Source: an optimization exercise on an open RTL-to-GDS flow (aim: small area, a short achievable clock period and few clock cycles). Production flows keep margins and buffers that such runs may drop. Only simulation tests tie the RTL to the original design; equivalence was not proved. Power figures rest on the tool's default switching activity, not on a simulated workload.

// pcpi_spi
module pcpi_spi (
    input  wire        clk,
    input  wire        rst,
    input  wire        start,
    input  wire [9:0]  prog_len,
    input  wire        spi_9bit,
    input  wire [2:0]  dsi_lanes,
    input  wire [15:0] hdisplay,
    input  wire [15:0] hsync_start,
    input  wire [15:0] hsync_end,
    input  wire [15:0] htotal,
    input  wire [15:0] vdisplay,
    input  wire [15:0] vsync_start,
    input  wire [15:0] vsync_end,
    input  wire [15:0] vtotal,
    output wire        busy,
    output wire        done,
    output wire [1:0]  result,
    output wire [9:0]  prog_addr,
    input  wire [7:0]  prog_data,
    output reg         ev_valid,
    input  wire        ev_ready,
    output reg         ev_sleep,
    output reg  [7:0]  ev_data,
    output reg         ev_last
);
    localparam [1:0] RES_OK     = 2'd0;
    localparam [1:0] RES_EINVAL = 2'd1;
    localparam [1:0] RES_UNSPEC = 2'd2;
    localparam [3:0] S_IDLE   = 4'd0;
    localparam [3:0] S_OP     = 4'd1;
    localparam [3:0] S_LEN    = 4'd2;
    localparam [3:0] S_BUFLEN = 4'd3;
    localparam [3:0] S_ARG    = 4'd4;
    localparam [3:0] S_FARG   = 4'd5;
    localparam [3:0] S_DATA   = 4'd6;
    localparam [3:0] S_FIN    = 4'd7;
    localparam [3:0] S_SKIPB  = 4'd8;
  ...
export LEC_CHECK = 0
export CAP_MARGIN = 20
export CORE_MARGIN = 2
export CORE_UTILIZATION = 55
export PLACE_DENSITY = 0.65
export SLEW_MARGIN = 20
create_clock -name core_clock -period 12.0 [get_ports {clk}]
standard.sh (not shown) runs the stock make flow with config.mk's settings and CLKGATE_MAP_FILE= SYNTH_SCRIPT=/design/flow/synth_recipe.tcl, a recipe that flattens the netlist after the stock synthesis.
==> flow/flow/run.sh <==
#!/bin/bash
# The standard layout (the standard.sh: ORFS synthesis through finish),
# with repair_timing asked for 8 ns of setup slack at the 12 ns clock, so the
# resizer sizes and buffers the critical paths of this small design.  The
# flow's full output goes to standard.log; ORFS keeps its per-step logs.
set -o pipefail
bash standard.sh SETUP_SLACK_MARGIN=8.0 finish > standard.log 2>&1
Testbench counts at the start, summed over its fixed seeds: cycles 224,219.
Edit:
--- a/flow/design.v
+++ b/flow/design.v
@@ -124,48 +124,41 @@
         if (d_inline)      body_len = o;
         else if (d_read)   body_len = {4'd0, 3'd2 + {2'd0, g}} + {4'd0, o[2:0]};
         else if (d_const)  body_len = 7'd6;
         else if (d_lane)   body_len = 7'd0;
         else if (d_hi)     body_len = 7'd3;     
         else               body_len = 7'd1;     
     end
     reg  [2:0] lanes_m1;              
     wire lane_miss = (lanes_m1 != {1'b0, o[1:0]});
     wire [7:0] fplen  = (st == S_OP) ? {1'b0, o} : h;
-    wire [9:0] jt_v;                 
-    wire [9:0] lj_v;                 
-    pcpi_add #(10) u_jt (.a(pc),   .b({2'b00, fplen}),  .ci(1'b1), .s(jt_v), .co());
-    pcpi_add #(10) u_lj (.a(left), .b(~{2'b00, fplen}), .ci(1'b0), .s(lj_v), .co());
-    wire [9:0] jt_2 = pc + 10'd2,  lj_2 = left - 10'd2;
-    wire [9:0] jt_4 = pc + 10'd4,  lj_4 = left - 10'd4;
-    wire [9:0] jt_7 = pc + 10'd7,  lj_7 = left - 10'd7;
     wire       j_var  = (st != S_OP) || d_inline;
-    wire       j_c    = d_const;
-    wire       j_t    = d_hi;
-    wire [9:0] jt_a   = j_var ? jt_v : j_c ? jt_7 : j_t ? jt_4 : jt_2;
-    wire [9:0] left_j = j_var ? lj_v : j_c ? lj_7 : j_t ? lj_4 : lj_2;
-    wire       cmp_o, cmp_h;         
-    pcpi_add #(10) u_co (.a({3'b000, o}), .b(~left), .ci(1'b1), .s(), .co(cmp_o));
-    pcpi_add #(10) u_ch (.a({2'b00, h}),  .b(~left), .ci(1'b1), .s(), .co(cmp_h));
+    wire [7:0] jlen   = j_var ? fplen : d_const ? 8'd6 : d_hi ? 8'd3 : 8'd1;
+    wire [9:0] jt_a;                 
+    wire [9:0] left_j;               
+    pcpi_add #(10) u_jt (.a(pc),   .b({2'b00, jlen}),  .ci(1'b1), .s(jt_a),   .co());
+    pcpi_add #(10) u_lj (.a(left), .b(~{2'b00, jlen}), .ci(1'b0), .s(left_j), .co());
+    wire       cmp_f;                
+    pcpi_add #(10) u_cf (.a({2'b00, fplen}), .b(~left), .ci(1'b1), .s(), .co(cmp_f));
     wire       l_small  = (left[9:4] == 6'd0);
     wire [3:0] rd_body  = {2'b00, 1'b1, g} + {1'b0, o[2:0]};    
     wire       cmp_rd   = l_small && ({1'b0, rd_body} >= left[4:0]);
     reg        trunc_op;
     always @* begin
-        if (d_inline)      trunc_op = cmp_o;
+        if (d_inline)      trunc_op = cmp_f;
         else if (d_read)   trunc_op = cmp_rd;
         else if (d_const)  trunc_op = l_small && (left[3:0] <= 4'd6);
         else if (d_lane)   trunc_op = 1'b0;
         else if (d_hi)     trunc_op = l_small && (left[3:0] <= 4'd3);
         else               trunc_op = l_small && (left[3:0] <= 4'd1);
     end
-    wire       trunc    = (st == S_OP) ? trunc_op : cmp_h;
+    wire       trunc    = (st == S_OP) ? trunc_op : cmp_f;
     wire [9:0] pc_inc   = inc10(pc);
     wire [9:0] left_dec = ~inc10(~left);
     wire [9:0] pa_inc   = inc10(pa);
     function [9:0] inc10;
         input [9:0] a;
         integer k;
         begin
             for (k = 0; k < 10; k = k + 1)
                 inc10[k] = a[k] ^ ((a & ((10'd1 << k) - 10'd1)) == ((10'd1 << k) - 10'd1));
         end
What happened: Utilization went up by 1.1 points; total power came out higher by a few percent; setup slack is better by 0.084 ns; clock-buffer cell count is higher by 1; cell area is about the same; sequential cell count does not change; combinational power goes up by a few percent; synthesized area came out lower slightly; wire length goes up slightly; sequential power is about the same; die area decreases slightly.
Testbench counts after the change, summed over its fixed seeds: cycles 224,219.

## what the ideal ports hide
The results above use ideal ports. As a check the final layouts listed here were re-extracted and re-timed, cells and wires unchanged. Step 1 (the two cells are an assumption about what drives the block):
set clk [get_ports {clk}]
set_driving_cell -lib_cell sky130_fd_sc_hd__clkbuf_16 $clk
set_driving_cell -lib_cell sky130_fd_sc_hd__buf_2 [delete_from_list [all_inputs] $clk]
Step 2 times the ports against the registers' clock, not the clock port: input delays grow and output delays shrink by t, the midpoint of the rising clock arrivals with the driver on. Three values: ideal ports, drivers, drivers and shift; two values: the first two.
run | shift t [ns] | setup WS [ns] | latest minus earliest clock arrival (ns) | worst slew at a driven data input, ns | pins driven straight from the clock port
the first run | 0.658 | 7.908 / 7.908 / 7.473 | 0.026 / 0.026 | 0.06 | 1
the second run | 0.667 | 7.991 / 7.990 / 7.414 | 0.034 / 0.034 | 0.06 | 1
After both steps setup and hold are still met in every run listed. The setup slack of the second run, which loses most, moves by -0.001 ns with the drivers and by -0.577 ns with both steps.
